What follows belongs to an exercise in optimizing a design on an open flow for small area; a production flow would make more cautious choices. Where RTL was checked, it was by simulation tests only, not by an equivalence proof against the original. No functional check of the RTL was part of runs 2 and 5. Power is estimated from default activity; no workload was simulated.

File: flow/run.sh
#!/bin/bash
# synth_recipe.tcl (not shown) runs the flow's synth.tcl, then flattens the netlist and writes it again
# the make line also repeats each setting of config.mk as NAME=value (left out here)
make -C /OpenROAD-flow-scripts/flow DESIGN_CONFIG=/design/flow/config.mk WORK_HOME=/design/flow/orfs CLKGATE_MAP_FILE= SYNTH_SCRIPT=/design/flow/synth_recipe.tcl finish
File: flow/config.mk
export PLATFORM = sky130hd
export DESIGN_NAME = tm1628_ctrl
export DESIGN_NICKNAME = tm1628_ctrl
export VERILOG_FILES = /design/flow/design.v
export SDC_FILE = /design/flow/constraint.sdc
export NUM_CORES = 4
export LEC_CHECK = 0
export CAP_MARGIN = 20
export CORE_MARGIN = 2
export CORE_UTILIZATION = 40
export SLEW_MARGIN = 20
File: flow/constraint.sdc
create_clock -name core_clock -period 10.0 [get_ports {clk}]
set_input_delay 2.0000 -clock core_clock [delete_from_list [all_inputs] [get_ports {clk}]]
set_output_delay 2.0000 -clock core_clock [all_outputs]
set_load 0.01 [all_outputs]
File: flow/design.v
module tm1628_bus (
    input  wire       clk,
    input  wire       rst,
    input  wire       start,
    input  wire [2:0] kind,
    input  wire       wbit,
    output reg  [5:0] bc,         
    output wire       idle,
    output wire       done,       
    output wire       sample,     
    output reg        stb,
    output reg        sclk,
    output reg        dio_out,
    output reg        dio_oe
);
    localparam K_SB = 3'd0, K_RB = 3'd1, K_CMD = 3'd2, K_WR = 3'd3, K_SCAN = 3'd4;
    localparam B_IDLE  = 4'd0,
               B_DONE  = 4'd1,
               B_STBLO = 4'd2,
               B_WLO   = 4'd3,
               B_WDIO  = 4'd4,
               B_WHI   = 4'd5,
               B_ENDW  = 4'd6,
               B_STBHI = 4'd7,
               B_DIRIN = 4'd8,
               B_RLO   = 4'd9,
               B_RHI   = 4'd10,
               B_REST  = 4'd11;
    reg [3:0] bs;
    reg [2:0] ph;
    assign idle   = (bs == B_IDLE);
    assign done   = (bs == B_DONE);
    assign sample = (bs == B_RHI) && (ph == 3'd7);
    wire wlast = (bc[2:0] == 3'd7) && (kind != K_WR || bc[3]);
    wire rlast = (bc[2:0] == 3'd7) && (kind == K_RB || bc[5:3] == 3'd4);
    always @(posedge clk) begin
        ph <= ph + 3'd1;
        if (rst) begin
            bs      <= B_IDLE;
            stb     <= 1'b1;
            sclk    <= 1'b1;
            dio_out <= 1'b1;
            dio_oe  <= 1'b1;
        end else begin
            case (bs)
                B_IDLE: if (start) begin
                    ph <= 3'd0;
                    bc <= 6'd0;
                    case (kind)
                        K_SB:    bs <= B_WLO;
                        K_RB:    bs <= B_RLO;
                        default: bs <= B_STBLO;
                    endcase
                end
                B_DONE: bs <= B_IDLE;
                B_REST: begin
                    dio_oe  <= 1'b1;
                    dio_out <= 1'b1;
                    bs      <= B_DONE;
                end
                default: begin
                    if (ph == 3'd0) begin
                        case (bs)
                            B_STBLO:      stb     <= 1'b0;
                            B_WLO, B_RLO: sclk    <= 1'b0;
                            B_WDIO:       dio_out <= wbit;
                            B_WHI, B_RHI: sclk    <= 1'b1;
                            B_STBHI:      stb     <= 1'b1;
                            B_DIRIN:      dio_oe  <= 1'b0;
                            default: ;
                        endcase
                    end
                    if (ph == 3'd7) begin
                        case (bs)
                            B_STBLO: bs <= B_WLO;
                            B_WLO:   bs <= B_WDIO;
                            B_WDIO:  bs <= B_WHI;
                            B_WHI: begin
                                bc <= bc + 6'd1;
                                if (!wlast)              bs <= B_WLO;
                                else if (kind == K_SB)   bs <= B_DONE;
                                else if (kind == K_SCAN) bs <= B_DIRIN;
                                else                     bs <= B_ENDW;
                            end
                            B_ENDW:  bs <= B_STBHI;
                            B_STBHI: bs <= (kind == K_SCAN) ? B_REST : B_DONE;
                            B_DIRIN: begin bs <= B_RLO; bc <= 6'd0; end
                            B_RLO:   bs <= B_RHI;
                            B_RHI: begin
                                bc <= bc + 6'd1;
                                if (!rlast)            bs <= B_RLO;
                                else if (kind == K_RB) bs <= B_DONE;
                                else                   bs <= B_STBHI;
                            end
                            default: bs <= B_IDLE;
                        endcase
                    end
                end
            endcase
        end
    end
endmodule
module tm1628_ctrl (
    input  wire       clk,
    input  wire       rst,
    input  wire       req_valid,
    output wire       req_ready,
    input  wire [7:0] req_data,
    output wire       rsp_valid,
    input  wire       rsp_ready,
    output reg  [7:0] rsp_data,
    output wire       stb,
    output wire       sclk,
    output wire       dio_out,
    output wire       dio_oe,
    input  wire       dio_in
);
    localparam O_SENDBYTE = 5'd0,  O_SENDCMD = 5'd1,  O_READBYTE = 5'd2,
               O_CHAR2SEG = 5'd3,  O_RENDER  = 5'd4,  O_WRREG    = 5'd5,
               O_WRGRID   = 5'd6,  O_WRRAWB  = 5'd7,  O_INITSEQ  = 5'd8,
               O_SCANKEYS = 5'd9,  O_DECODE  = 5'd10, O_PUSHKEY  = 5'd11,
               O_GETBRT   = 5'd12, O_SETBRT  = 5'd13, O_SETTXT   = 5'd14,
               O_GETMODE  = 5'd15, O_SETMODE = 5'd16, O_POPKEY   = 5'd17,
               O_CLRKEYS  = 5'd18, O_SHOWKEYS = 5'd19, O_WRRAW   = 5'd20,
               O_UNKNOWN  = 5'd31;
    localparam K_SB = 3'd0, K_RB = 3'd1, K_CMD = 3'd2, K_WR = 3'd3, K_SCAN = 3'd4;
    localparam M_TAG  = 3'd0, M_ARG  = 3'd1, M_LEN0 = 3'd2, M_LEN1 = 3'd3,
               M_STR  = 3'd4, M_EXEC = 3'd5, M_XFER = 3'd6, M_RSP  = 3'd7;
    function [7:0] char2seg(input [7:0] c);
        reg [7:0] u;
        begin
            u = (c >= 8'h61 && c <= 8'h7A) ? c - 8'h20 : c;
            case (u)
                "0": char2seg = 8'h3F;  "1": char2seg = 8'h06;
                "2": char2seg = 8'h5B;  "3": char2seg = 8'h4F;
                "4": char2seg = 8'h66;  "5": char2seg = 8'h6D;
                "6": char2seg = 8'h7D;  "7": char2seg = 8'h07;
                "8": char2seg = 8'h7F;  "9": char2seg = 8'h6F;
                "A": char2seg = 8'h77;  "B": char2seg = 8'h7C;
                "C": char2seg = 8'h39;  "D": char2seg = 8'h5E;
                "E": char2seg = 8'h79;  "F": char2seg = 8'h71;
                "G": char2seg = 8'h3D;  "H": char2seg = 8'h76;
                "I": char2seg = 8'h30;  "J": char2seg = 8'h1E;
                "K": char2seg = 8'h75;  "L": char2seg = 8'h38;
                "M": char2seg = 8'h15;  "N": char2seg = 8'h37;
                "O": char2seg = 8'h3F;  "P": char2seg = 8'h73;
                "Q": char2seg = 8'h6B;  "R": char2seg = 8'h33;
                "S": char2seg = 8'h6D;  "T": char2seg = 8'h78;
                "U": char2seg = 8'h3E;  "V": char2seg = 8'h3E;
                "W": char2seg = 8'h2A;  "X": char2seg = 8'h76;
                "Y": char2seg = 8'h6E;  "Z": char2seg = 8'h5B;
                default: char2seg = 8'h00;
            endcase
        end
    endfunction
    reg  [2:0]  mst;
    reg  [4:0]  op;
    reg         bad;           
    reg  [4:0]  cnt;           
    reg  [15:0] rem;           
    reg         flag;          
    reg  [1:0]  mode;
    reg  [3:0]  brt;
    reg  [7:0]  A [0:13];      
    reg  [7:0]  G [0:6];       
    reg  [2:0]  rc;
    reg  [7:0]  Q [0:15];      
    reg  [3:0]  hp;            
    reg  [4:0]  qn;            
    reg         qw;            
    wire [2:0] ngrids = {1'b0, mode} + 3'd4;
    reg [2:0] kind;
    reg [4:0] xn;
    reg       gridop;
    always @(*) begin
        kind   = K_WR;
        xn     = 5'd0;
        gridop = 1'b0;
        case (op)
            O_SENDBYTE: begin kind = K_SB;   xn = 5'd1; end
            O_SENDCMD:  begin kind = K_CMD;  xn = 5'd1; end
            O_READBYTE: begin kind = K_RB;   xn = 5'd1; end
            O_WRREG:    begin kind = K_WR;   xn = 5'd1; end
            O_SCANKEYS: begin kind = K_SCAN; xn = 5'd1; end
            O_WRGRID, O_SETTXT, O_CLRKEYS: begin
                kind = K_WR; xn = {2'b00, ngrids}; gridop = 1'b1;
            end
            O_WRRAWB:   begin kind = K_WR; xn = 5'd14; end
            O_WRRAW:    begin kind = K_WR; xn = bad ? 5'd0 : 5'd14; end
            O_INITSEQ, O_SETBRT: begin kind = K_CMD; xn = 5'd3; end
            O_SETMODE:  begin kind = K_CMD; xn = bad ? 5'd0 : 5'd3; end
            default: ;
        endcase
    end
    wire [5:0] bc;
    wire       bus_idle, bus_done, bus_sample;
    wire       bus_start = (mst == M_XFER) && bus_idle && (cnt != xn);
    reg [7:0] b0, b1;
    always @(*) begin
        case (op)
            O_SENDBYTE, O_SENDCMD: b0 = A[13];
            O_WRREG:               b0 = A[12];
            O_SCANKEYS:            b0 = 8'h42;
            O_WRGRID, O_SETTXT, O_CLRKEYS: b0 = {4'hC, cnt[2:0], 1'b0};
            O_WRRAWB, O_WRRAW:     b0 = {4'hC, cnt[3:0]};
            default: begin
                case (cnt[1:0])
                    2'd0:    b0 = {6'd0, mode};
                    2'd1:    b0 = 8'h40;
                    default: b0 = {4'h8, brt};
                endcase
            end
        endcase
        case (op)
            O_WRREG:               b1 = A[13];
            O_WRRAWB, O_WRRAW:     b1 = A[0];
            default:               b1 = G[0];
        endcase
    end
    wire [7:0] wbyte = (kind == K_WR && bc[3]) ? b1 : b0;
    wire       wbit  = wbyte[bc[2:0]];
    tm1628_bus u_bus (
        .clk     (clk),
        .rst     (rst),
        .start   (bus_start),
        .kind    (kind),
        .wbit    (wbit),
        .bc      (bc),
        .idle    (bus_idle),
        .done    (bus_done),
        .sample  (bus_sample),
        .stb     (stb),
        .sclk    (sclk),
        .dio_out (dio_out),
        .dio_oe  (dio_oe)
    );
    reg [4:0] top;
    always @(*) begin
        case (req_data)
            8'h01: top = O_SENDBYTE;  8'h02: top = O_SENDCMD;
            8'h03: top = O_READBYTE;  8'h10: top = O_CHAR2SEG;
            8'h11: top = O_RENDER;    8'h12: top = O_WRREG;
            8'h13: top = O_WRGRID;    8'h14: top = O_WRRAWB;
            8'h15: top = O_INITSEQ;   8'h20: top = O_SCANKEYS;
            8'h21: top = O_DECODE;    8'h22: top = O_PUSHKEY;
            8'h40: top = O_GETBRT;    8'h41: top = O_SETBRT;
            8'h45: top = O_SETTXT;    8'h46: top = O_GETMODE;
            8'h47: top = O_SETMODE;   8'h48: top = O_POPKEY;
            8'h49: top = O_CLRKEYS;   8'h4A: top = O_SHOWKEYS;
            8'h4B: top = O_WRRAW;
            default: top = O_UNKNOWN;
        endcase
    end
    reg arg_last;
    always @(*) begin
        case (op)
            O_WRREG:  arg_last = (cnt[3:0] == 4'd1);
            O_SETBRT: arg_last = (cnt[3:0] == 4'd3);
            O_DECODE: arg_last = (cnt[3:0] == 4'd4);
            O_WRRAWB: arg_last = (cnt[3:0] == 4'd13);
            default:  arg_last = 1'b1;
        endcase
    end
    assign req_ready = (mst == M_TAG) || (mst == M_ARG) || (mst == M_LEN0) ||
                       (mst == M_LEN1) || (mst == M_STR);
    wire req_fire = req_valid && req_ready;
    assign rsp_valid = (mst == M_RSP);
    wire rsp_fire = rsp_valid && rsp_ready;
    reg       dec_hit;
    reg [7:0] dec_chr;
    always @(*) begin
        dec_hit = 1'b1;
        if      (A[9][0])  dec_chr = "1";
        else if (A[9][1])  dec_chr = "2";
        else if (A[9][3])  dec_chr = "3";
        else if (A[9][4])  dec_chr = "4";
        else if (A[10][0]) dec_chr = "5";
        else if (A[10][1]) dec_chr = "6";
        else if (A[10][3]) dec_chr = "7";
        else if (A[10][4]) dec_chr = "8";
        else if (A[11][0]) dec_chr = "9";
        else if (A[11][1]) dec_chr = "0";
        else if (A[11][3]) dec_chr = "A";
        else if (A[11][4]) dec_chr = "B";
        else if (A[12][0]) dec_chr = "C";
        else if (A[12][1]) dec_chr = "D";
        else if (A[12][3]) dec_chr = "E";
        else if (A[12][4]) dec_chr = "F";
        else if (A[13][0]) dec_chr = "G";
        else if (A[13][1]) dec_chr = "H";
        else if (A[13][3]) dec_chr = "I";
        else if (A[13][4]) dec_chr = "J";
        else begin
            dec_hit = 1'b0;
            dec_chr = 8'h00;
        end
    end
    wire [7:0] cs     = char2seg(req_data);
    wire       is_dot = (req_data == 8'h2E);
    wire [7:0] lc     = req_data | 8'h20;
    wire       is_hex = (req_data >= "0" && req_data <= "9") || (lc >= "a" && lc <= "f");
    wire [3:0] hv     = req_data[6] ? req_data[3:0] + 4'd9 : req_data[3:0];
    wire str_fire   = (mst == M_STR) && req_valid;
    wire rnd_new    = str_fire && !is_dot && (cnt[2:0] < ngrids);   
    wire rnd_dot    = str_fire && is_dot && flag;                   
    wire hex_take   = str_fire && (op == O_WRRAW) && (cnt < 5'd28);
    wire [3:0] qidx = hp + ((op == O_SHOWKEYS) ? (cnt[3:0] - 4'd3) : 4'd0);
    wire [7:0] qr   = Q[qidx];
    reg [7:0] rnd_byte;
    always @(*) begin
        case (rem[2:0])
            3'd1: rnd_byte = A[13];
            3'd2: rnd_byte = A[12];
            3'd3: rnd_byte = A[11];
            3'd4: rnd_byte = A[10];
            3'd5: rnd_byte = A[9];
            3'd6: rnd_byte = A[8];
            3'd7: rnd_byte = A[7];
            default: rnd_byte = 8'h00;
        endcase
    end
    always @(*) begin
        if (cnt == 5'd0) begin
            rsp_data = {7'd0, bad};
        end else begin
            case (op)
                O_READBYTE, O_CHAR2SEG: rsp_data = A[13];
                O_RENDER:   rsp_data = rnd_byte;
                O_SCANKEYS: rsp_data = A[9];
                O_DECODE:   rsp_data = (cnt == 5'd1) ? {7'd0, dec_hit} : dec_chr;
                O_POPKEY:   rsp_data = (cnt == 5'd1) ? {7'd0, qn != 5'd0} : qr;
                O_GETBRT:   rsp_data = {4'd0, brt};
                O_GETMODE:  rsp_data = {6'd0, mode};
                O_SHOWKEYS: begin
                    if (cnt == 5'd1)      rsp_data = {3'd0, qn};
                    else if (cnt == 5'd2) rsp_data = 8'h00;
                    else                  rsp_data = qr;
                end
                default:    rsp_data = 8'h00;
            endcase
        end
    end
    reg rsp_last;
    always @(*) begin
        if (bad) rsp_last = (cnt == 5'd0);
        else begin
            case (op)
                O_READBYTE, O_CHAR2SEG, O_GETBRT, O_GETMODE: rsp_last = (cnt == 5'd1);
                O_RENDER:   rsp_last = (cnt == 5'd7);
                O_SCANKEYS: rsp_last = (cnt == 5'd5);
                O_DECODE:   rsp_last = (cnt == (dec_hit ? 5'd2 : 5'd1));
                O_POPKEY:   rsp_last = (cnt == ((qn != 5'd0) ? 5'd2 : 5'd1));
                O_SHOWKEYS: rsp_last = (cnt == qn + 5'd2);
                default:    rsp_last = (cnt == 5'd0);
            endcase
        end
    end
    wire xfer_shift = bus_done && (op == O_WRRAWB || op == O_WRRAW);
    wire rsp_shift  = rsp_fire && (cnt != 5'd0) && (op == O_RENDER || op == O_SCANKEYS);
    wire arg_fire   = (mst == M_ARG) && req_valid;
    wire rnd_a      = (op == O_RENDER);
    wire a_shift = arg_fire || (rnd_new && rnd_a) || (hex_take && !cnt[0]) ||
                   (bus_sample && bc[2:0] == 3'd0) || xfer_shift || rsp_shift;
    integer i;
    always @(posedge clk) begin
        if (a_shift)
            for (i = 0; i < 13; i = i + 1) A[i] <= A[i + 1];
        if (arg_fire)
            A[13] <= (op == O_CHAR2SEG) ? cs : req_data;
        else if (rnd_new && rnd_a)
            A[13] <= cs;
        else if (rnd_dot && rnd_a)
            A[13][7] <= 1'b1;
        else if (hex_take)
            if (!cnt[0]) A[13][7:4] <= hv;
            else         A[13][3:0] <= hv;
        else if (bus_sample)
            A[13] <= {dio_in, A[13][7:1]};
        else if (rsp_shift || xfer_shift)
            A[13] <= 8'h00;
    end
    wire       tag_fire = (mst == M_TAG) && req_valid;
    wire       g_clr    = rst || (tag_fire && top == O_SETTXT) ||
                          (mst == M_EXEC && op == O_CLRKEYS);
    wire       g_new    = rnd_new && (op == O_SETTXT);
    wire       g_dot    = rnd_dot && (op == O_SETTXT);
    wire [2:0] g_tgt    = (mst == M_XFER && gridop && cnt != xn) ? cnt[2:0] : 3'd0;
    wire       g_rot    = (rc != g_tgt) && !(mst == M_STR && op == O_SETTXT);
    wire [2:0] rc_inc   = (rc == 3'd6) ? 3'd0 : rc + 3'd1;
    always @(posedge clk) begin
        if (g_clr) begin
            for (i = 0; i < 7; i = i + 1) G[i] <= 8'h00;
            rc <= 3'd0;
        end else if (g_new || g_rot) begin
            for (i = 0; i < 6; i = i + 1) G[i] <= G[i + 1];
            G[6] <= g_new ? cs : G[0];
            rc   <= rc_inc;
        end else if (g_dot) begin
            G[6][7] <= 1'b1;
        end
    end
    wire [3:0] qwp   = hp + qn[3:0] - 4'd2;      
    wire       qport = qw && (qwp[1:0] == 2'd3);
    wire       q_pop = rsp_fire && rsp_last && op == O_POPKEY && qn != 5'd0;
    always @(posedge clk) begin
        for (i = 0; i < 16; i = i + 1) Q[i] <= Q[(i + 1) % 16];
        if (qport) Q[{qwp[3:2], 2'b11}] <= A[13];
        hp <= hp - 4'd1 + {3'd0, q_pop};
    end
    always @(posedge clk) begin
        if (qport) qw <= 1'b0;
        if (rst) begin
            mst  <= M_TAG;
            mode <= 2'd2;
            brt  <= 4'd10;
            qn   <= 5'd0;
            qw   <= 1'b0;
        end else begin
            if (q_pop) qn <= qn - 5'd1;
            case (mst)
                M_TAG: if (req_valid) begin
                    op   <= top;
                    bad  <= (top == O_UNKNOWN);
                    cnt  <= 5'd0;
                    flag <= (top == O_WRRAW);
                    case (top)
                        O_UNKNOWN: mst <= M_RSP;
                        O_RENDER, O_SETTXT, O_WRRAW: mst <= M_LEN0;
                        O_SENDBYTE, O_SENDCMD, O_CHAR2SEG, O_PUSHKEY, O_SETMODE,
                        O_WRREG, O_SETBRT, O_DECODE, O_WRRAWB: mst <= M_ARG;
                        default: mst <= M_EXEC;
                    endcase
                end
                M_ARG: if (req_valid) begin
                    cnt <= cnt + 5'd1;
                    if (arg_last) mst <= M_EXEC;
                end
                M_LEN0: if (req_valid) begin
                    rem[7:0] <= req_data;
                    mst      <= M_LEN1;
                end
                M_LEN1: if (req_valid) begin
                    rem[15:8] <= req_data;
                    if ({req_data, rem[7:0]} == 16'd0) mst <= M_EXEC;
                    else                               mst <= M_STR;
                end
                M_STR: if (req_valid) begin
                    rem <= rem - 16'd1;
                    if (rem == 16'd1) mst <= M_EXEC;
                    if (op == O_WRRAW) begin
                        if (hex_take && !is_hex) flag <= 1'b0;
                        if (cnt != 5'd29) cnt <= cnt + 5'd1;
                    end else if (is_dot) begin
                        flag <= 1'b0;
                    end else if (cnt[2:0] < ngrids) begin
                        cnt  <= cnt + 5'd1;
                        flag <= 1'b1;
                    end else begin
                        flag <= 1'b0;
                    end
                end
                M_EXEC: begin
                    cnt      <= 5'd0;
                    rem[2:0] <= cnt[2:0];
                    mst      <= M_XFER;
                    case (op)
                        O_WRRAW: bad <= !(flag && cnt == 5'd28);
                        O_CLRKEYS: qn <= 5'd0;
                        O_PUSHKEY: if (!qn[4]) begin
                            qn <= qn + 5'd1;
                            qw <= 1'b1;
                        end
                        O_SETBRT: begin
                            if (A[13][7])                            brt <= 4'd0;
                            else if (|{A[13], A[12], A[11], A[10][7:4]}) brt <= 4'd15;
                            else                                     brt <= A[10][3:0];
                        end
                        O_SETMODE: begin
                            if (|A[13][7:2]) bad  <= 1'b1;
                            else             mode <= A[13][1:0];
                        end
                        default: ;
                    endcase
                end
                M_XFER: begin
                    if (bus_done) cnt <= cnt + 5'd1;
                    if (bus_idle && cnt == xn) begin
                        mst <= M_RSP;
                        cnt <= 5'd0;
                    end
                end
                M_RSP: if (rsp_ready) begin
                    cnt <= cnt + 5'd1;
                    if (rsp_last) mst <= M_TAG;
                end
                default: mst <= M_TAG;
            endcase
        end
    end
endmodule
==> results of run 1 <==
-- report_power, final --
part	total (W)	switching (W)	internal (W)	leakage [nW]
logic	0.000617	0.000386	0.000230	3.26
registers	0.00178	0.000120	0.00166	3.08
clock network	0.00146	0.000613	0.000848	0.645
-- logic make-up after synthesis --
family	Yosys count	synth area share
AO/OA/AOI/OAI	400	0.150
multiplexers	161	0.117
flip-flops	363	0.484
AND/OR/NAND/NOR	561	0.158
XOR/XNOR	46	0.0223
adder cells (fa/ha/maj)	44	0.0313
buffers and inverters	170	0.0381
-- worst reg2reg max path, stage by stage (launching register included) --
cell and delay [ps]:
edfxtp_1 910, nor3b_1 250, a2111oi_0 920, a211oi_1 270
nor3_4 330, a211oi_1 130, nand3b_1 450, nand3_2 600
buf_4 460, mux2i_1 240
-- cell usage after synthesis (all sizes together) (10+ instances only) --
cell type  number  area share
dfxtp         217        0.24
nand2         168       0.035
edfxtp        146        0.24
nor2          111       0.023
a21oi         101       0.028
clkbuf         82       0.017
mux2i          74       0.041
o21ai          72       0.020
inv            55       0.011
mux2           53       0.033
nand3          53       0.015
nor3           51       0.015
ha             42       0.029
mux4           34       0.042
buf            32      0.0094
a211oi         28       0.012
nand2b         28      0.0097
nor2b          28      0.0097
a31oi          26      0.0090
xnor2          25       0.012
nor4           22      0.0094
a22oi          21      0.0087
xor2           21       0.010
a221oi         18      0.0087
and2           13      0.0045
a32oi          12      0.0058
and3           11      0.0038
o211ai         11      0.0046
o31ai          11      0.0046
nor3b          10      0.0044
nor4b          10      0.0049
or3            10      0.0035
-- stage by stage --
stage	setup WS, ps	cells	power [W]	hold slack [ps]
detailed placement	3440	2272	0.00242	333
global placement	3540	2272	0.00241	330
global route	2440	2343	0.00402	355
CTS	2810	2343	0.00388	346
floorplan	4260	1745	0.00223	326
finish	2820	2343	0.00386	346
-- layout by cell type, fill, tap and decap left out, drive strengths merged, types with 28 or more instances in the layout --
| cell | synthesis | layout |
|---|---|---|
| nor3 | 51 | 51 |
| nand3 | 53 | 53 |
| inv | 55 | 59 |
| a21oi | 101 | 101 |
| mux2 | 53 | 53 |
| edfxtp | 146 | 146 |
| dfxtp | 217 | 217 |
| nand2 | 168 | 168 |
| mux4 | 34 | 34 |
| nor2b | 28 | 28 |
| o21ai | 72 | 72 |
| clkbuf | 82 | 57 |
| ha | 42 | 42 |
| a211oi | 28 | 28 |
| mux2i | 74 | 74 |
| nand2b | 28 | 28 |
| nor2 | 111 | 111 |
-- registers in the layout, summed over array words and instances (netlist names), 5 cells and up --
name      cells
cnt           5
A           112
qn            5
u_bus.bc      6
G            56
op            5
rem          16
Q           128
-- metal layers --
metal  GRT usage  wire length [um]  share of wire
met1       0.285             21900           0.46
met2       0.314             21300           0.44
met3      0.0323              2930          0.061
met4      0.0822              1770          0.037
met5           0                 0              0
-- cell type report --
type | instances | area (um^2) | area share
clock buffers | 57 | 1120 | 0.0559
well taps | 592 | 741 | 0.0368
clock inverters | 14 | 183 | 0.00908
inverters | 56 | 210 | 0.0105
flip-flops and latches | 363 | 8730 | 0.434
repair buffers | 49 | 433 | 0.0215
multi-input cells | 1212 | 8690 | 0.432
-- how the worst max path moves through the flow --
| stage | startpoint | endpoint | slack [ps] | depth (start not counted) |
|---|---|---|---|---|
| 2_1_floorplan | op[1] | rsp_data[6] | 4260 | 13 |
| 5_1_grt | op[4] | rsp_data[3] | 2440 | 14 |
| 6_report | op[4] | rsp_data[3] | 2820 | 14 |
| 4_1_cts | op[4] | rsp_data[0] | 2810 | 9 |
| 3_5_place_dp | op[4] | rsp_data[4] | 3440 | 11 |
| 3_3_place_gp | op[4] | rsp_data[0] | 3540 | 9 |
==> results.toml, run 1 <==
[status]
status = "no timing/DRC/antenna violations"

[die]
start_util = 0.406
core_um2 = 44400
die_w_um = 216
die_h_um = 216
die-area_um2 = 46800
rows = 77
ios = 27

[drt]
vias = 13694
routedWlPerCell_um = 20.4
wl_um = 47800
firstDrtPassIters = 5
drcViolationCount = 0
drtIter0Drc = 1276
vias_per_cell = 5.84
antenna_left = 0

[worst_setup_path]
ff2ff_path_depth = 9
critPathMaxFanout = 29
start_kind = "register"
arrival_ps = 5180
path_class = "register to output pin"
r2r_setup_slack_ps = 5380
critPathBufInv = 3
required_ps = 8000
cpPeakStageDelay_ps = 850
slowest_stage = "edfxtp_1"
crit-reg2reg-capture = "G[5][2]"
critPathCaptureType = "output pin"
critical_path.cell_chain = "nor3b_1 -> nand2_1 -> nor2_1 -> ha_4 -> inv_1 -> fa_1 -> buf_4 -> mux4_2 -> mux2i_1 -> mux2i_1 -> nand2_1 -> a21o_1 -> a31oi_1 -> clkdlybuf4s50_1"
cpLargestDelayFamily = "simple AND/OR/NAND/NOR gates"
timing.rr.start = "op[3]"

[global_routing]
grt_max_degree = 69
track_usage = 0.204
grt_pass1_wl_um = 75600
grt_pass1_vias = 12958
grt_overflow = 0
antenna_found_initial = 1

[logic_synthesis]
syn_area_um2 = 18100
syn_area_per_cell_um2 = 10.3
ys_ff_latch = 363
synth_edf_count = 146
syn_nets = 1802
synth_flop_cell = "dfxtp_1"
synthCells = 1745
yosysSeqAreaShare = 0.484
yosysWarnings = 4
yosysUniqueCellTypes = 83
ys_async_sr_fraction = 0

[cts]
cts_tree = "yes"
clk_path_buf_depth = 3
clock-root-buffer = "clkbuf_16"
hold_buffers = 0
clk_pin_slew_worst_paths_ps = 60
clk_latency_ps = 580
cts_sinks = 363
htreeDepth = 2
cts.repair.resized = 0
post_cts_buffers = 0
numCtsBuffers = 39

[sta]
finalSetupViolations = 0
finalMaxSlewViolations = 0
layout_min_cycle_time_ps = 7180
worst_pin_slew_ps = 1140
finalHoldViolations = 0
rsz0062_at_grt = "no"
post-route-period-util = 0.718
timing.fmax_mhz = 139
fin_tns_setup_ps = 0
clock_skew_ps = 19.0
slew-limit-headroom = 0.239

[layout]
drive_above_1_share = 0.116
fin_util = 0.453
syn2layout_area_growth_pct = 11.4
nNetsFinal = 1778
final_area_um2 = 20100
fillCellCount = 4123
antennaDiodeCount = 0

[place]
io_buffers = 26
gp_congestion = 0.920
placed_cell_area_um2 = 18800
post-dp-hpwl_um = 33400

[min_path]
min_path_type = "register to register"
hold_depth = 0
min_to = "Q[8][3]"
hp-start = "Q[9][3]"

[pwr]
peakVddDrop_v = 0.000159
p_leak_nw = 6.98
cellPowerDensity_nw_per_um2 = 192

[flow_run]
maxCapViolations = 0
==> run 2, diff against run 1 <==
--- a/flow/design.v
+++ b/flow/design.v
@@ -115,14 +115,15 @@
     output wire       dio_oe,
     input  wire       dio_in
 );
-    localparam O_SENDBYTE = 5'd0,  O_SENDCMD = 5'd1,  O_READBYTE = 5'd2,
-               O_CHAR2SEG = 5'd3,  O_RENDER  = 5'd4,  O_WRREG    = 5'd5,
-               O_WRGRID   = 5'd6,  O_WRRAWB  = 5'd7,  O_INITSEQ  = 5'd8,
-               O_SCANKEYS = 5'd9,  O_DECODE  = 5'd10, O_PUSHKEY  = 5'd11,
-               O_GETBRT   = 5'd12, O_SETBRT  = 5'd13, O_SETTXT   = 5'd14,
-               O_GETMODE  = 5'd15, O_SETMODE = 5'd16, O_POPKEY   = 5'd17,
-               O_CLRKEYS  = 5'd18, O_SHOWKEYS = 5'd19, O_WRRAW   = 5'd20,
-               O_UNKNOWN  = 5'd31;
+    localparam O_CHAR2SEG = 5'b00000, O_RENDER   = 5'b00001, O_DECODE   = 5'b00010,
+               O_PUSHKEY  = 5'b00011, O_GETBRT   = 5'b00100, O_GETMODE  = 5'b00101,
+               O_POPKEY   = 5'b00110, O_SHOWKEYS = 5'b00111,
+               O_SENDCMD  = 5'b01000, O_SENDBYTE = 5'b01001, O_READBYTE = 5'b01010,
+               O_SCANKEYS = 5'b01011, O_INITSEQ  = 5'b01100, O_SETBRT   = 5'b01101,
+               O_SETMODE  = 5'b01110,
+               O_WRREG    = 5'b10000, O_WRRAWB   = 5'b10001, O_WRRAW    = 5'b10011,
+               O_WRGRID   = 5'b11000, O_SETTXT   = 5'b11001, O_CLRKEYS  = 5'b11010,
+               O_UNKNOWN  = 5'b11111;
     localparam K_SB = 3'd0, K_RB = 3'd1, K_CMD = 3'd2, K_WR = 3'd3, K_SCAN = 3'd4;
     localparam M_TAG  = 3'd0, M_ARG  = 3'd1, M_LEN0 = 3'd2, M_LEN1 = 3'd3,
                M_STR  = 3'd4, M_EXEC = 3'd5, M_XFER = 3'd6, M_RSP  = 3'd7;
@@ -163,7 +164,9 @@
     reg  [3:0]  brt;
     reg  [7:0]  A [0:13];      
     reg  [7:0]  G [0:6];       
-    reg  [2:0]  rc;
+    reg  [2:0]  gz;            
+    reg  [2:0]  gfc;           
+    reg         gsrc;          
     reg  [7:0]  Q [0:15];      
     reg  [3:0]  hp;            
     reg  [4:0]  qn;            
@@ -212,9 +215,8 @@
             end
         endcase
         case (op)
-            O_WRREG:               b1 = A[13];
             O_WRRAWB, O_WRRAW:     b1 = A[0];
-            default:               b1 = G[0];
+            default:               b1 = A[13];
         endcase
     end
     wire [7:0] wbyte = (kind == K_WR && bc[3]) ? b1 : b0;
@@ -301,8 +303,8 @@
     wire       is_hex = (req_data >= "0" && req_data <= "9") || (lc >= "a" && lc <= "f");
     wire [3:0] hv     = req_data[6] ? req_data[3:0] + 4'd9 : req_data[3:0];
     wire str_fire   = (mst == M_STR) && req_valid;
-    wire rnd_new    = str_fire && !is_dot && (cnt[2:0] < ngrids);   
-    wire rnd_dot    = str_fire && is_dot && flag;                   
+    wire rnd_new    = str_fire && (op != O_WRRAW) && !is_dot && (cnt[2:0] < ngrids);   
+    wire rnd_dot    = str_fire && (op != O_WRRAW) && is_dot && flag;                   
     wire hex_take   = str_fire && (op == O_WRRAW) && (cnt < 5'd28);
     wire [3:0] qidx = hp + ((op == O_SHOWKEYS) ? (cnt[3:0] - 4'd3) : 4'd0);
     wire [7:0] qr   = Q[qidx];
@@ -358,8 +360,9 @@
     wire xfer_shift = bus_done && (op == O_WRRAWB || op == O_WRRAW);
     wire rsp_shift  = rsp_fire && (cnt != 5'd0) && (op == O_RENDER || op == O_SCANKEYS);
     wire arg_fire   = (mst == M_ARG) && req_valid;
-    wire rnd_a      = (op == O_RENDER);
-    wire a_shift = arg_fire || (rnd_new && rnd_a) || (hex_take && !cnt[0]) ||
+    wire g_cap   = (mst == M_XFER) && gridop && !g_wr && !bc[3] && (gz == g_at);
+    wire g_copy  = g_wr && gsrc;
+    wire a_shift = arg_fire || rnd_new || g_copy || (hex_take && !cnt[0]) ||
                    (bus_sample && bc[2:0] == 3'd0) || xfer_shift || rsp_shift;
     integer i;
     always @(posedge clk) begin
@@ -367,36 +370,34 @@
             for (i = 0; i < 13; i = i + 1) A[i] <= A[i + 1];
         if (arg_fire)
             A[13] <= (op == O_CHAR2SEG) ? cs : req_data;
-        else if (rnd_new && rnd_a)
+        else if (rnd_new)
             A[13] <= cs;
-        else if (rnd_dot && rnd_a)
+        else if (rnd_dot)
             A[13][7] <= 1'b1;
         else if (hex_take)
             if (!cnt[0]) A[13][7:4] <= hv;
             else         A[13][3:0] <= hv;
         else if (bus_sample)
             A[13] <= {dio_in, A[13][7:1]};
-        else if (rsp_shift || xfer_shift)
+        else if (g_cap)
+            A[13] <= G[0];
+        else if (rsp_shift || xfer_shift || g_copy)
             A[13] <= 8'h00;
     end
-    wire       tag_fire = (mst == M_TAG) && req_valid;
-    wire       g_clr    = rst || (tag_fire && top == O_SETTXT) ||
-                          (mst == M_EXEC && op == O_CLRKEYS);
-    wire       g_new    = rnd_new && (op == O_SETTXT);
-    wire       g_dot    = rnd_dot && (op == O_SETTXT);
-    wire [2:0] g_tgt    = (mst == M_XFER && gridop && cnt != xn) ? cnt[2:0] : 3'd0;
-    wire       g_rot    = (rc != g_tgt) && !(mst == M_STR && op == O_SETTXT);
-    wire [2:0] rc_inc   = (rc == 3'd6) ? 3'd0 : rc + 3'd1;
+    wire       g_wr  = (gfc != 3'd0);
+    wire [2:0] g_at  = (cnt[2:0] == 3'd0) ? 3'd0 : 3'd7 - cnt[2:0];
     always @(posedge clk) begin
-        if (g_clr) begin
-            for (i = 0; i < 7; i = i + 1) G[i] <= 8'h00;
-            rc <= 3'd0;
-        end else if (g_new || g_rot) begin
-            for (i = 0; i < 6; i = i + 1) G[i] <= G[i + 1];
-            G[6] <= g_new ? cs : G[0];
-            rc   <= rc_inc;
-        end else if (g_dot) begin
-            G[6][7] <= 1'b1;
+        for (i = 0; i < 6; i = i + 1) G[i] <= G[i + 1];
+        G[6] <= g_wr ? (gsrc ? rnd_byte : 8'h00) : G[0];
+        gz   <= (gfc == 3'd7 || gz == 3'd0) ? 3'd6 : gz - 3'd1;
+        if (rst || (mst == M_EXEC && op == O_CLRKEYS)) begin
+            gfc  <= 3'd7;
+            gsrc <= 1'b0;
+        end else if (mst == M_EXEC && op == O_SETTXT) begin
+            gfc  <= 3'd7;
+            gsrc <= 1'b1;
+        end else if (g_wr) begin
+            gfc  <= gfc - 3'd1;
         end
     end
     wire [3:0] qwp   = hp + qn[3:0] - 4'd2;      
--- a/flow/config.mk
+++ b/flow/config.mk
@@ -5,7 +5,10 @@
 export SDC_FILE = /design/flow/constraint.sdc
 export NUM_CORES = 4
 export LEC_CHECK = 0
+export ABC_AREA = 1
 export CAP_MARGIN = 20
 export CORE_MARGIN = 2
-export CORE_UTILIZATION = 40
+export CORE_UTILIZATION = 60
+export CTS_BUF_LIST = sky130_fd_sc_hd__clkbuf_4
+export CTS_CLUSTER_SIZE = 20
 export SLEW_MARGIN = 20
==> results.toml, run 2 <==
[status]
status = "no timing/DRC/antenna violations"

[logic_synthesis]
yosysMostFrequentCell = "nand2_1"
yosysTopAreaCellShare = 0.260
synthTopCellsByCount = "449 x nand2_1, 221 x dfxtp_1, 215 x inv_1, 165 x nor2_1, 146 x edfxtp_1"
yosysSeqAreaShare = 0.518
ys_async_sr_fraction = 0
synth_edf_count = 146
ys_ff_latch = 367
syn_area_um2 = 17000
yosysWarnings = 4
synth_area_leader_cell = "dfxtp_1"
syn_nets = 2044
ys_top_cells_by_area = "dfxtp_1 26%, edfxtp_1 26%, nand2_1 9.9%"
synthCells = 1981
yosysUniqueCellTypes = 66
synth_flop_cell = "dfxtp_1"
syn_area_per_cell_um2 = 8.59

[worst_setup_path]
critPathBufInv = 6
critPathCaptureType = "output pin"
cpMostUsedCell = "nand2_1"
slowest_stage = "fa_1"
cpLargestDelayFamily = "buffers and inverters"
timing.rr.start = "op[2]"
r2r_setup_slack_ps = 5990
crit-reg2reg-capture = "A[8][7]"
critical_path.cell_chain = "inv_2 -> nand3_4 -> nor2_8 -> inv_2 -> nor2_1 -> ha_2 -> inv_1 -> fa_1 -> clkinv_1 -> buf_4 -> a32o_1 -> nand2_1 -> o21ai_0 -> nand2_1 -> nand3_1 -> o21ai_0 -> nand2_1 -> a21oi_1 -> clkdlybuf4s50_1"
ff2ff_path_depth = 11
start_kind = "register"
required_ps = 8000
arrival_ps = 6050
cpPeakStageDelay_ps = 890
critPathMaxFanout = 28
path_class = "register to output pin"

[pwr]
power.share.clock = 0.305
p_int_w = 0.00279
p_leak_nw = 7.62
combPwrFrac = 0.231
power_switching_w = 0.00148
switching_share = 0.347
peakVddDrop_v = 0.000127
seqPwrFrac = 0.464
cellPowerDensity_nw_per_um2 = 227

[cts]
cts_tree = "yes"
hold_buffers = 0
htreeDepth = 3
cts_sinks = 367
clock-root-buffer = "clkbuf_4"
cts.repair.resized = 0
numCtsBuffers = 91
clk_pin_slew_worst_paths_ps = 60
clk_latency_ps = 760
post_cts_buffers = 0
clk_path_buf_depth = 3

[global_routing]
grt_pass1_vias = 14057
grt_overflow = 0
track_usage = 0.330
grt_max_degree = 66
grt_pass1_wl_um = 75600
antenna_found_initial = 1

[sta]
worst_pin_slew_ps = 1090
layout_min_cycle_time_ps = 8050
fin_tns_setup_ps = 0
timing.fmax_mhz = 124
finalMaxSlewViolations = 0
rsz0062_at_grt = "no"
finalSetupViolations = 0
clock_skew_ps = 45.5
post-route-period-util = 0.805
finalHoldViolations = 0
slew-limit-headroom = 0.271

[layout]
final_cell_mix = "449 x nand2_1, 221 x dfxtp_1, 215 x inv_1"
largest_register_ffs = 128
nNetsFinal = 2118
final_area_um2 = 18800
final_cells = 2510
reg.largest.list = "Q (128), A (112), G (56)"
fillCellCount = 2380
drive_above_1_share = 0.108
layout_commonest_cell = "nand2_1"
largest-register = "Q"
syn2layout_area_growth_pct = 10.7

[drt]
drcViolationCount = 0
wl_um = 48200
routedWlPerCell_um = 19.2
antenna_left = 0
drtIter0Drc = 1729
vias = 14744
vias_per_cell = 5.87
firstDrtPassIters = 7

[die]
die_h_um = 172
core_um2 = 27900
ios = 27
rows = 61
die-area_um2 = 29700
start_util = 0.611
die_w_um = 172

[place]
placed_cell_area_um2 = 17600
gp_congestion = 0.984
io_buffers = 26
dpl.cell_count = 2340
post-dp-hpwl_um = 34800

[min_path]
min_to = "G[2][1]"
hold_depth = 0
min_path_type = "register to register"
hp-start = "G[3][1]"

[flow_run]
maxCapViolations = 0
==> run 2: changes by cell type after synthesis, moves of 34 or more <==
cell | before | now
nand2_1 | 168 | 449
mux2_2 | 52 | 0
mux4_2 | 34 | 0
nor2_1 | 110 | 165
inv_1 | 55 | 215
o21ai_0 | 70 | 145
mux2i_1 | 73 | 0
clkbuf_1 | 82 | 37
==> run 2: cells by family after synthesis <==
group / count (synthesis) / synth area share
AND/OR/NAND/NOR: 821 / 0.210
AO/OA/AOI/OAI: 424 / 0.154
flip-flops: 367 / 0.518
buffers and inverters: 291 / 0.0655
adder cells (fa/ha/maj): 50 / 0.0377
XOR/XNOR: 28 / 0.0144
==> run 2: worst max path at each step <==
stage                            from     endpoint  slack (ps)  cells after the start
after floorplan           req_data[0]      A[0][0]        2280                     10
after global placement          op[4]  rsp_data[3]        2930                     19
after detailed placement        op[4]  rsp_data[3]        2790                     19
after CTS                       op[4]  rsp_data[3]        1970                     19
after global routing            op[4]  rsp_data[3]        1520                     19
final                           op[4]  rsp_data[3]        1950                     19
==> run 2: area by class of cell <==
type / count / area, um^2 / area share
Inverter: 237 / 890 / 0.0473
Multi-Input combinational cell: 1323 / 7090 / 0.377
Tap cell: 378 / 473 / 0.0251
Clock buffer: 141 / 1060 / 0.0562
Clock inverter: 27 / 170 / 0.00904
Timing Repair Buffer: 35 / 328 / 0.0174
Antenna cell: 2 / 5.00 / 0.000266
Sequential cell: 367 / 8810 / 0.468
==> run 2: per-layer routing <==
metal	vias up	track usage	share of wire
met5	-	0	0
met2	714	0.521	0.45
li1	6964	-	-
met1	6928	0.443	0.43
met3	138	0.0577	0.078
met4	0	0.157	0.042
==> run 2: power groups by stage <==
| stage | combinational [W] | clock (W) | sequential [W] |
|---|---|---|---|
| 2_1_floorplan | 0.000690 | 0 | 0.00195 |
| 3_3_place_gp | 0.000952 | 0 | 0.00200 |
| 3_5_place_dp | 0.000962 | 0 | 0.00200 |
| 4_1_cts | 0.000966 | 0.00132 | 0.00197 |
| 5_1_grt | 0.00109 | 0.00140 | 0.00199 |
| 6_report | 0.000986 | 0.00130 | 0.00198 |
==> run 2: through the flow <==
stage | setup WS [ps] | power (W) | hold slack, ps | utilization
after floorplan | 2280 | 0.00264 | 310 | -
after global placement | 2930 | 0.00295 | 310 | 0.631
after detailed placement | 2790 | 0.00297 | 312 | 0.631
after CTS | 1970 | 0.00426 | 292 | 0.675
after global routing | 1520 | 0.00448 | 308 | 0.676
final | 1950 | 0.00427 | 307 | 0.676
==> run 2: worst register-to-register path: cells and delay by family, from the launching register on <==
kind          cells  cell delay, ps
buf+inv           5            1610
simple gates      6            1500
flops             1             500
==> run 3, diff against run 2 <==
--- a/flow/design.v
+++ b/flow/design.v
@@ -326,9 +326,7 @@
             rsp_data = {7'd0, bad};
         end else begin
             case (op)
-                O_READBYTE, O_CHAR2SEG: rsp_data = A[13];
-                O_RENDER:   rsp_data = rnd_byte;
-                O_SCANKEYS: rsp_data = A[9];
+                O_READBYTE, O_CHAR2SEG, O_RENDER, O_SCANKEYS: rsp_data = rnd_byte;
                 O_DECODE:   rsp_data = (cnt == 5'd1) ? {7'd0, dec_hit} : dec_chr;
                 O_POPKEY:   rsp_data = (cnt == 5'd1) ? {7'd0, qn != 5'd0} : qr;
                 O_GETBRT:   rsp_data = {4'd0, brt};
@@ -375,8 +373,7 @@
         else if (rnd_dot)
             A[13][7] <= 1'b1;
         else if (hex_take)
-            if (!cnt[0]) A[13][7:4] <= hv;
-            else         A[13][3:0] <= hv;
+            A[13] <= {A[13][3:0], hv};
         else if (bus_sample)
             A[13] <= {dio_in, A[13][7:1]};
         else if (g_cap)
@@ -462,7 +459,12 @@
                 end
                 M_EXEC: begin
                     cnt      <= 5'd0;
-                    rem[2:0] <= cnt[2:0];
+                    case (op)
+                        O_SCANKEYS: rem[2:0] <= 3'd5;
+                        O_RENDER:   rem[2:0] <= cnt[2:0];
+                        O_SETTXT:   rem[2:0] <= cnt[2:0];
+                        default:    rem[2:0] <= 3'd1;
+                    endcase
                     mst      <= M_XFER;
                     case (op)
                         O_WRRAW: bad <= !(flag && cnt == 5'd28);
--- a/flow/config.mk
+++ b/flow/config.mk
@@ -8,7 +8,8 @@
 export ABC_AREA = 1
 export CAP_MARGIN = 20
 export CORE_MARGIN = 2
-export CORE_UTILIZATION = 60
-export CTS_BUF_LIST = sky130_fd_sc_hd__clkbuf_4
-export CTS_CLUSTER_SIZE = 20
+export CORE_UTILIZATION = 40
+export CTS_BUF_LIST = sky130_fd_sc_hd__clkbuf_8
+export CTS_CLUSTER_DIAMETER = 50
+export CTS_CLUSTER_SIZE = 16
 export SLEW_MARGIN = 20
==> results.toml, run 3 <==
[cts]
post_cts_buffers = 0
cts_sinks = 367
clk_pin_slew_worst_paths_ps = 90
htreeDepth = 2
cts.repair.resized = 0
hold_buffers = 0
clk_latency_ps = 610
numCtsBuffers = 39
cts_tree = "yes"
clock-root-buffer = "clkbuf_8"
clk_path_buf_depth = 3

[min_path]
hp-start = "G[2][1]"
min_path_type = "register to register"

[place]
io_buffers = 26
place_worst_setup_slack_ps = 2930
post-dp-hpwl_um = 35400
gp_congestion = 0.970

[logic_synthesis]
synth_edf_count = 146
synth_flop_cell = "dfxtp_1"
synthCells = 1960
yosysUniqueCellTypes = 62
synth_top_family_by_area = "simple AND/OR/NAND/NOR gates"
synth_area_leader_cell = "dfxtp_1"
yosysMostFrequentCell = "nand2_1"
synthXorXnorAreaFrac = 0.0150
muxShareOfSynthArea = 0
synth-simple-area-share = 0.205
syn_area_um2 = 16900
synthTopCellsByCount = "401 x nand2_1, 221 x dfxtp_1, 221 x inv_1, 189 x nor2_1, 146 x edfxtp_1"
synth_compound_area_frac = 0.155
ys_async_sr_fraction = 0
yosysWarnings = 4
yosysSeqAreaShare = 0.521
yosysTopAreaCellShare = 0.262
syn_area_per_cell_um2 = 8.63
syn_nets = 2023
ys_ff_latch = 367
synthAdderAreaFrac = 0.0379
ys_top_cells_by_area = "dfxtp_1 26%, edfxtp_1 26%, nand2_1 8.9%"

[die]
ios = 27
die_h_um = 210
die_w_um = 210
start_util = 0.404
rows = 75
die-area_um2 = 44000
core_um2 = 41900

[drt]
firstDrtPassIters = 8
drtIter0Drc = 1365
vias = 13926
vias_per_cell = 5.46
routedWlPerCell_um = 18.9
drcViolationCount = 0
antenna_left = 0
wl_um = 48300

[worst_setup_path]
arrival_ps = 5650
timing.rr.start = "mst[2]"
cpPeakStageDelay_ps = 1100
critical_path.cell_chain = "clkinv_1 -> ha_1 -> inv_1 -> nor2_1 -> inv_1 -> fa_1 -> inv_2 -> a32o_1 -> nand2_1 -> o21ai_0 -> nand2_1 -> nand2_1 -> a32o_1 -> nand3_1 -> nand2_1 -> o21ai_0 -> clkdlybuf4s50_1"
required_ps = 8000
path_class = "register to output pin"
slowest_stage = "fa_1"
critPathBufInv = 5
cpLargestDelayFamily = "buffers and inverters"
start_kind = "register"
critPathCaptureType = "output pin"
critPathMaxFanout = 46
cpMostUsedCell = "nand2_1"
startpoint = "cnt[0]"

[global_routing]
track_usage = 0.220
grt_pass1_wl_um = 75800
grt_max_degree = 66
antenna_found_initial = 2
grt_overflow = 0
grt_pass1_vias = 13578

[layout]
syn2layout_area_growth_pct = 10.1
final_cell_mix = "401 x nand2_1, 225 x inv_1, 221 x dfxtp_1"
layout_commonest_cell = "nand2_1"
largest-register = "Q"
drive_above_1_share = 0.0676
largest_register_ffs = 128
fillCellCount = 4136
nNetsFinal = 2043
reg.largest.list = "Q (128), A (112), G (56)"

[sta]
layout_min_cycle_time_ps = 7650
worst_pin_slew_ps = 1190
post-route-period-util = 0.765
finalMaxSlewViolations = 0
clock_skew_ps = 41.3
rsz0062_at_grt = "no"
slew-limit-headroom = 0.196
fin_tns_setup_ps = 0
finalSetupViolations = 0
finalHoldViolations = 0
timing.fmax_mhz = 131
setup_slack_ps = 2350

[pwr]
p_leak_nw = 7.40
peakVddDrop_v = 0.000128
cellPowerDensity_nw_per_um2 = 221

[flow_run]
maxCapViolations = 0

[status]
status = "no timing/DRC/antenna violations"
run 3: cells by family (layout without fill, tap and decap cells):
| group | Yosys count | after routing |
|---|---|---|
| AND/OR/NAND/NOR | 801 | 801 |
| buffers and inverters | 294 | 345 |
| XOR/XNOR | 29 | 29 |
| flip-flops | 367 | 367 |
| other | 0 | 1 |
| adder cells (fa/ha/maj) | 50 | 50 |
| AO/OA/AOI/OAI | 419 | 419 |
run 3: cell type report:
cell class | count | area, um^2 | share of cell area
antenna | 1 | 2.50 | 0.000134
tap | 539 | 674 | 0.0362
multi-input combinational | 1299 | 7010 | 0.376
inverter | 239 | 897 | 0.0482
clock inverter | 32 | 363 | 0.0195
timing repair buffer | 34 | 320 | 0.0172
sequential | 367 | 8810 | 0.473
clock buffer | 40 | 551 | 0.0296
run 3: layer usage:
metal  vias to the layer above  GRT usage  part of all wire
met5                         -          0           0.00027
li1                       6754          -                 -
met2                       517      0.333              0.43
met1                      6532      0.302              0.46
met4                         2     0.0964             0.041
met3                       121     0.0485             0.074
run 3: final timing paths:
check,to,slack [ps],cells after the start
setup reg to reg,A[5][2],5310,8
hold / removal,G[1][1],320,0
hold reg to reg,G[1][1],320,0
setup / recovery,rsp_data[0],2350,17
run 3: through the flow:
step	instance area [um^2]	hold WS, ps	std cells	util	power (W)
6_report	18600	319	2551	0.445	0.00412
5_1_grt	18600	329	2550	0.445	0.00436
4_1_cts	18600	323	2550	0.445	0.00414
3_5_place_dp	17700	312	2478	0.423	0.00303
3_3_place_gp	17700	310	2478	0.423	0.00301
2_1_floorplan	16900	310	1960	-	0.00266
run 3: report_power, final:
| part | internal (W) | switching [W] |
|---|---|---|
| sequential | 0.00183 | 0.000165 |
| combinational | 0.000294 | 0.000724 |
| clock | 0.000523 | 0.000589 |
==> run 4, diff against run 3 <==
==> flow/flow/run.sh (new file) <==
#!/bin/bash
# Standard layout, with two changes to how it is made: the ABC mapping script
# favours area over delay, and clock tree synthesis inserts no dummy loads.
set -euo pipefail
work=$(pwd)
rm -rf "$work/scripts"
cp -r "$FLOW_HOME/scripts" "$work/scripts"
cp "$work/flow/abc.script" "$work/scripts/abc_speed.script"
cts="-sink_clustering_enable -repair_clock_nets -sink_clustering_size 16 -sink_clustering_max_diameter 50 -buf_list sky130_fd_sc_hd__clkbuf_8 -dont_use_dummy_load"
bash "$work/standard.sh" "SCRIPTS_DIR=$work/scripts" "CTS_ARGS=$cts" finish > "$work/flow_make.log" 2>&1
==> flow/flow/abc.script (new file) <==
&get -n
&st
&dch -f
&nf -R 1000 -p
&put
mfs2
&get -n
&st
&dch -f
&nf -R 1000 -p
&put
topo
==> flow/standard.sh (new file) <==
#!/bin/bash
# synth_recipe.tcl (not shown) runs the flow's synth.tcl, then flattens the netlist and writes it again
# the make line also repeats each setting of config.mk as NAME=value (left out here)
make -C /OpenROAD-flow-scripts/flow DESIGN_CONFIG=/design/flow/config.mk WORK_HOME=/design/flow/orfs CLKGATE_MAP_FILE= SYNTH_SCRIPT=/design/flow/synth_recipe.tcl "${@:-finish}"
==> flow/config.mk (replaced) <==
export PLATFORM = sky130hd
export DESIGN_NAME = tm1628_ctrl
export DESIGN_NICKNAME = tm1628_ctrl
export VERILOG_FILES = /design/flow/design.v
export SDC_FILE = /design/flow/constraint.sdc
export NUM_CORES = 4
export LEC_CHECK = 0
export CAP_MARGIN = 20
export CORE_MARGIN = 2
export CORE_UTILIZATION = 40
export SLEW_MARGIN = 20
removed: flow/run.sh
==> results.toml, run 4 <==
[logic_synthesis]
synth_edf_count = 146
yosysSeqAreaShare = 0.562
yosysMostFrequentCell = "dfxtp_1"
syn_nets = 1491
synth_area_leader_cell = "dfxtp_1"
ys_async_sr_fraction = 0
yosysUniqueCellTypes = 62
syn_area_per_cell_um2 = 11.0
synthCells = 1428
syn_area_um2 = 15700
yosysWarnings = 4
ys_ff_latch = 367
synthTopCellsByCount = "221 x dfxtp_1, 175 x nor2_1, 146 x edfxtp_1, 139 x nand2_1, 88 x o21ai_0"
yosysTopAreaCellShare = 0.282
ys_top_cells_by_area = "dfxtp_1 28%, edfxtp_1 28%, mux4_2 4.6%"
synth_flop_cell = "dfxtp_1"

[die]
die_h_um = 202
rows = 72
core_um2 = 38600
ios = 27
start_util = 0.406
die_w_um = 202
die-area_um2 = 40800

[worst_setup_path]
critPathCaptureType = "output pin"
required_ps = 8000
path_class = "register to output pin"
start_kind = "register"
arrival_ps = 5250
critPathMaxFanout = 13

[global_routing]
track_usage = 0.203
antenna_found_initial = 0
grt_pass1_vias = 11027
grt_max_degree = 66
grt_pass1_wl_um = 64400
grt_overflow = 0

[flow_run]
maxCapViolations = 0

[layout]
final_area_um2 = 17200
layout_commonest_cell = "dfxtp_1"
largest-register = "Q"
syn2layout_area_growth_pct = 9.91
reg.largest.list = "Q (128), A (112), G (56)"
nNetsFinal = 1572
largest_register_ffs = 128
final_cell_mix = "221 x dfxtp_1, 175 x nor2_1, 146 x edfxtp_1"
drive_above_1_share = 0.0584
final_cells = 2025
fin_util = 0.446
antennaDiodeCount = 0

[cts]
clk_path_buf_depth = 3
cts_sinks = 367
clk_latency_ps = 580
cts.repair.resized = 0
hold_buffers = 0
post_cts_buffers = 0
numCtsBuffers = 36
clock-root-buffer = "clkbuf_8"
htreeDepth = 2
cts_tree = "yes"
clk_pin_slew_worst_paths_ps = 90

[drt]
drtIter0Drc = 1451
vias = 11697
antenna_left = 0
drcViolationCount = 0
firstDrtPassIters = 8
vias_per_cell = 5.78
routedWlPerCell_um = 20.4
wl_um = 41300

[pwr]
cellPowerDensity_nw_per_um2 = 206
p_leak_nw = 6.02
peakVddDrop_v = 0.000135

[sta]
slew-limit-headroom = 0.266
worst_pin_slew_ps = 1090
fin_tns_setup_ps = 0
clock_skew_ps = 63.6
layout_min_cycle_time_ps = 7250
finalHoldViolations = 0
rsz0062_at_grt = "no"
finalSetupViolations = 0
holdWs_ps = 295
finalMaxSlewViolations = 0
post-route-period-util = 0.725
timing.fmax_mhz = 138

[place]
gp_congestion = 0.946
post-dp-hpwl_um = 30000
io_buffers = 26
placed_cell_area_um2 = 16700
dpl.cell_count = 1988

[min_path]
min_path_type = "register to register"

[status]
status = "no timing/DRC/antenna violations"
-- run 4: cells by family (layout without fill, tap and decap cells) --
kind of cell / after synthesis / count (layout) / synth area share
AOI/OAI and AO/OA: 318 / 318 / 0.132
xor gates and xnor gates: 51 / 51 / 0.0285
adders and majority gates: 50 / 50 / 0.0409
buffers and inverters: 43 / 122 / 0.0103
DFF: 367 / 367 / 0.562
muxes: 69 / 69 / 0.0718
and+or+nand+nor: 530 / 530 / 0.155
-- run 4: area by class of cell --
type	instances	area, um^2
Tap cell	518	648
Sequential cell	367	8810
Timing Repair Buffer	43	388
Multi-Input combinational cell	1018	6720
Inverter	43	161
Fill cell	3678	21400
Clock buffer	36	495
-- run 4: where the power goes --
group / switching, W / leakage, nW / internal [W]
registers: 0.000225 / 3.12 / 0.00182
logic: 0.000467 / 2.63 / 0.000254
clock network: 0.000464 / 0.259 / 0.000322
-- run 4: per-stage QoR --
step | total power, W | setup WS, ps
global route | 0.00373 | 2440
floorplan | 0.00249 | 2710
finish | 0.00355 | 2750
global placement | 0.00277 | 3460
detailed placement | 0.00278 | 3370
CTS | 0.00356 | 2770
-- run 4: worst paths after layout --
path	start	endpoint	slack (ps)	cells after the start
max reg2reg	cnt[0]	A[0][0]	5670	10
max	cnt[0]	rsp_data[0]	2750	11
min	G[2][0]	G[1][0]	300	0
min reg2reg	G[2][0]	G[1][0]	300	0
-- run 4: per-layer routing --
metal,wire (um),track usage
met5,0,0
met4,890,0.0525
met3,3510,0.0398
met2,17700,0.299
met1,19200,0.304
-- run 4: critical path, cell delays in order (launching register included) --
cell and delay (ps):
edfxtp_1 760, clkinv_1 350, ha_1 400, nand2_1 150
fa_1 510, xor2_1 800, o21a_1 220, o21ai_0 70
a32oi_1 340, nor3_1 100, o21ai_0 360, clkdlybuf4s50_1 630
==> run 5, diff against run 4 <==
--- a/flow/design.v
+++ b/flow/design.v
@@ -156,7 +156,6 @@
     endfunction
     reg  [2:0]  mst;
     reg  [4:0]  op;
-    reg         bad;           
     reg  [4:0]  cnt;           
     reg  [15:0] rem;           
     reg         flag;          
@@ -172,6 +171,7 @@
     reg  [4:0]  qn;            
     reg         qw;            
     wire [2:0] ngrids = {1'b0, mode} + 3'd4;
+    wire bad = (op == O_UNKNOWN) || (op == O_WRRAW && !flag) || (op == O_SETMODE && |A[13][7:2]);
     reg [2:0] kind;
     reg [4:0] xn;
     reg       gridop;
@@ -305,7 +305,7 @@
     wire str_fire   = (mst == M_STR) && req_valid;
     wire rnd_new    = str_fire && (op != O_WRRAW) && !is_dot && (cnt[2:0] < ngrids);   
     wire rnd_dot    = str_fire && (op != O_WRRAW) && is_dot && flag;                   
-    wire hex_take   = str_fire && (op == O_WRRAW) && (cnt < 5'd28);
+    wire hex_take   = str_fire && (op == O_WRRAW);
     wire [3:0] qidx = hp + ((op == O_SHOWKEYS) ? (cnt[3:0] - 4'd3) : 4'd0);
     wire [7:0] qr   = Q[qidx];
     reg [7:0] rnd_byte;
@@ -360,7 +360,7 @@
     wire arg_fire   = (mst == M_ARG) && req_valid;
     wire g_cap   = (mst == M_XFER) && gridop && !g_wr && !bc[3] && (gz == g_at);
     wire g_copy  = g_wr && gsrc;
-    wire a_shift = arg_fire || rnd_new || g_copy || (hex_take && !cnt[0]) ||
+    wire a_shift = arg_fire || rnd_new || g_copy || (hex_take && !rem[0]) ||
                    (bus_sample && bc[2:0] == 3'd0) || xfer_shift || rsp_shift;
     integer i;
     always @(posedge clk) begin
@@ -418,9 +418,8 @@
             case (mst)
                 M_TAG: if (req_valid) begin
                     op   <= top;
-                    bad  <= (top == O_UNKNOWN);
                     cnt  <= 5'd0;
-                    flag <= (top == O_WRRAW);
+                    flag <= 1'b0;
                     case (top)
                         O_UNKNOWN: mst <= M_RSP;
                         O_RENDER, O_SETTXT, O_WRRAW: mst <= M_LEN0;
@@ -439,6 +438,7 @@
                 end
                 M_LEN1: if (req_valid) begin
                     rem[15:8] <= req_data;
+                    flag      <= (op == O_WRRAW) && ({req_data, rem[7:0]} == 16'd28);
                     if ({req_data, rem[7:0]} == 16'd0) mst <= M_EXEC;
                     else                               mst <= M_STR;
                 end
@@ -446,8 +446,7 @@
                     rem <= rem - 16'd1;
                     if (rem == 16'd1) mst <= M_EXEC;
                     if (op == O_WRRAW) begin
-                        if (hex_take && !is_hex) flag <= 1'b0;
-                        if (cnt != 5'd29) cnt <= cnt + 5'd1;
+                        if (!is_hex) flag <= 1'b0;
                     end else if (is_dot) begin
                         flag <= 1'b0;
                     end else if (cnt[2:0] < ngrids) begin
@@ -467,7 +466,6 @@
                     endcase
                     mst      <= M_XFER;
                     case (op)
-                        O_WRRAW: bad <= !(flag && cnt == 5'd28);
                         O_CLRKEYS: qn <= 5'd0;
                         O_PUSHKEY: if (!qn[4]) begin
                             qn <= qn + 5'd1;
@@ -479,8 +477,7 @@
                             else                                     brt <= A[10][3:0];
                         end
                         O_SETMODE: begin
-                            if (|A[13][7:2]) bad  <= 1'b1;
-                            else             mode <= A[13][1:0];
+                            if (!(|A[13][7:2])) mode <= A[13][1:0];
                         end
                         default: ;
                     endcase
==> flow/flow/run.sh (replaced) <==
#!/bin/bash
# Standard layout, with these changes to how it is made: ABC maps the whole
# logic (adders included) with an area-oriented script, the port buffers are
# buf_1, and clock tree synthesis inserts no dummy loads.
set -euo pipefail
work=$(pwd)
rm -rf "$work/scripts"
cp -r "$FLOW_HOME/scripts" "$work/scripts"
cp "$work/flow/abc.script" "$work/scripts/abc_speed.script"
cts="-sink_clustering_enable -repair_clock_nets -sink_clustering_size 16 -sink_clustering_max_diameter 50 -buf_list sky130_fd_sc_hd__clkbuf_8 -dont_use_dummy_load"
bash "$work/standard.sh" "SCRIPTS_DIR=$work/scripts" "ADDER_MAP_FILE=" "CTS_ARGS=$cts" \
    "BUFFER_PORTS_ARGS=-inputs -outputs -buffer_cell sky130_fd_sc_hd__buf_1" finish > "$work/flow_make.log" 2>&1
==> flow/flow/abc.script (replaced) <==
&get -n
&st
&dch -f
&nf -R 1000 -p
&put
mfs2
&get -n
&st
&dch -f
&nf -R 1000 -p
&put
mfs2
&get -n
&st
&dch -f
&nf -R 1000 -p
&put
topo
==> results.toml, run 5 <==
[pwr]
p_leak_nw = 5.65
switching_share = 0.327
seqPwrFrac = 0.581
power_w = 0.00348
combPwrFrac = 0.193
peakVddDrop_v = 0.000108
power.share.clock = 0.226
power_switching_w = 0.00114
cellPowerDensity_nw_per_um2 = 213
p_int_w = 0.00234

[die]
die_w_um = 197
die-area_um2 = 38900
start_util = 0.407
ios = 27
die_h_um = 197
core_um2 = 36700
rows = 70

[worst_setup_path]
cpPeakStageDelay_ps = 710
slowest_stage = "edfxtp_1"
ff2ff_path_depth = 11
start_kind = "register"
critical_path.cell_chain = "clkinv_1 -> nor2_1 -> nor3_1 -> xnor2_1 -> xnor2_2 -> buf_4 -> mux2i_1 -> o221ai_1 -> o21ai_0 -> a211oi_1 -> o21ai_0 -> a31oi_1 -> buf_1"
cpMostUsedCell = "o21ai_0"
critPathMaxFanout = 62
critPathCaptureType = "output pin"
path_class = "register to output pin"
arrival_ps = 4740
required_ps = 8000

[drt]
vias = 11954
drtIter0Drc = 1326
vias_per_cell = 6.03
antenna_left = 0
routedWlPerCell_um = 21.6
wl_um = 42900
drcViolationCount = 0
firstDrtPassIters = 7

[sta]
fin_tns_setup_ps = 0
finalSetupViolations = 0
layout_min_cycle_time_ps = 6740
post-route-period-util = 0.674
worst_pin_slew_ps = 1120
finalMaxSlewViolations = 0
finalHoldViolations = 0
slew-limit-headroom = 0.248
clock_skew_ps = 71.3
rsz0062_at_grt = "no"
timing.fmax_mhz = 148

[logic_synthesis]
synth_area_leader_cell = "dfxtp_1"
yosysTopAreaCellShare = 0.296
yosysMostFrequentCell = "dfxtp_1"
ys_async_sr_fraction = 0
synth_flop_cell = "dfxtp_1"
synthCells = 1431
yosysSeqAreaShare = 0.587
syn_area_per_cell_um2 = 10.4
yosysWarnings = 4
synthTopCellsByCount = "221 x dfxtp_1, 196 x nor2_1, 145 x edfxtp_1, 142 x o21ai_0, 103 x nand2_1"
ys_ff_latch = 366
ys_top_cells_by_area = "dfxtp_1 30%, edfxtp_1 29%, nor2_1 4.9%"
syn_nets = 1444
synth_edf_count = 145
yosysUniqueCellTypes = 54
syn_area_um2 = 15000

[layout]
fin_util = 0.445
layout_commonest_cell = "dfxtp_1"
antennaDiodeCount = 0
fillCellCount = 3543
largest-register = "Q"
reg.largest.list = "Q (128), A (112), G (56)"
syn2layout_area_growth_pct = 9.20
final-seq-area_um2 = 8780
final_area_um2 = 16300
multiInputGateArea_um2 = 6170
drive_above_1_share = 0.0449
final_cell_mix = "221 x dfxtp_1, 194 x nor2_1, 145 x edfxtp_1"
nNetsFinal = 1530
largest_register_ffs = 128

[cts]
clk_latency_ps = 570
cts_tree = "yes"
clock-root-buffer = "clkbuf_8"
post_cts_buffers = 0
cts.repair.resized = 0
clk_pin_slew_worst_paths_ps = 90
hold_buffers = 0
clk_path_buf_depth = 3
cts_sinks = 366
htreeDepth = 2
numCtsBuffers = 36

[global_routing]
track_usage = 0.220
grt_overflow = 0
grt_max_degree = 63
antenna_found_initial = 1
grt_pass1_vias = 11308
grt_pass1_wl_um = 66200

[status]
status = "no timing/DRC/antenna violations"

[flow_run]
maxCapViolations = 0

[place]
gp_congestion = 0.973
placed_cell_area_um2 = 15800
post-dp-hpwl_um = 29800
io_buffers = 26

[min_path]
min_path_type = "register to register"
hold_depth = 0
[run 5: layer usage]
layer  part of all wire  GRT usage  up-vias
li1                   -          -     5567
met5            0.00030          0        -
met4              0.034     0.0827        2
met2               0.46      0.353      494
met3              0.068     0.0372       99
met1               0.44      0.298     5792
[run 5: logic make-up after synthesis]
family	synth area share
fa+ha+maj	0.000670
flops	0.587
compound gates	0.163
mux	0.0420
buf+inv	0.00251
simple gates	0.174
xor+xnor	0.0305
[run 5: power groups by stage]
stage | Combinational (W) | Sequential (W) | Clock, W
finish | 0.000670 | 0.00202 | 0.000786
detailed placement | 0.000662 | 0.00205 | 0
floorplan | 0.000454 | 0.00197 | 0
global placement | 0.000657 | 0.00204 | 0
CTS | 0.000664 | 0.00202 | 0.000810
global route | 0.000739 | 0.00204 | 0.000863
[run 5: metrics by stage]
step           std cells  hold WS (ps)  setup WS [ps]
2_1_floorplan       1431           310           2480
3_3_place_gp        1947           310           3910
3_5_place_dp        1947           312           3750
4_1_cts             1983           318           3310
5_1_grt             1983           330           2840
6_report            1983           319           3260
[run 5: cell type report]
| class | count | share of cell area |
|---|---|---|
| inverter | 10 | 0.00230 |
| tap | 468 | 0.0359 |
| sequential | 366 | 0.538 |
| multi-input combinational | 1055 | 0.378 |
| clock buffer | 36 | 0.0303 |
| timing repair buffer | 48 | 0.0161 |
[run 5: worst paths after layout]
kind	end	startpoint	slack, ps
max reg2reg	A[1][3]	op[4]	5210
min	G[1][0]	G[2][0]	320
min reg2reg	G[1][0]	G[2][0]	320
max	rsp_data[3]	cnt[1]	3260
[run 5: critical path, delay by kind of cell, from the launching register on]
kind                      cells  cell delay [ps]
and+or+nand+nor               2              570
DFF                           1              710
buffers and inverters         3             1080
xor gates and xnor gates      2              620
AOI/OAI and AO/OA             5             1020
muxes                         1              160

## re-timing with driven ports
The results above use ideal ports. As a check the final layouts listed here were re-extracted and re-timed, cells and wires unchanged.
Step 1 assumes that a clkbuf_16 drives the clock port and a buf_2 every other input.
Step 2 also shifts input and output timing later by t, the mid clock arrival at the registers, as if the neighbouring blocks saw the same clock.
a / b / c = ideal / step 1 / step 2; a / b = the first two.
run	shift t [ns]	setup slack, ns	worst setup path after step 2	worst slew at a driven data input, ns	pins driven straight from the clock port
run 1	0.618	2.821 / 2.768 / 3.381	input to register	0.04	1
run 2	0.786	1.946 / 1.900 / 2.686	register to output	0.03	1
run 3	0.637	2.348 / 2.295 / 2.933	register to output	0.04	1
run 4	0.597	2.746 / 2.700 / 3.297	register to output	0.09	1
run 5	0.582	3.263 / 3.215 / 3.652	input to register	0.03	1
After both steps setup and hold are still met in every run listed.
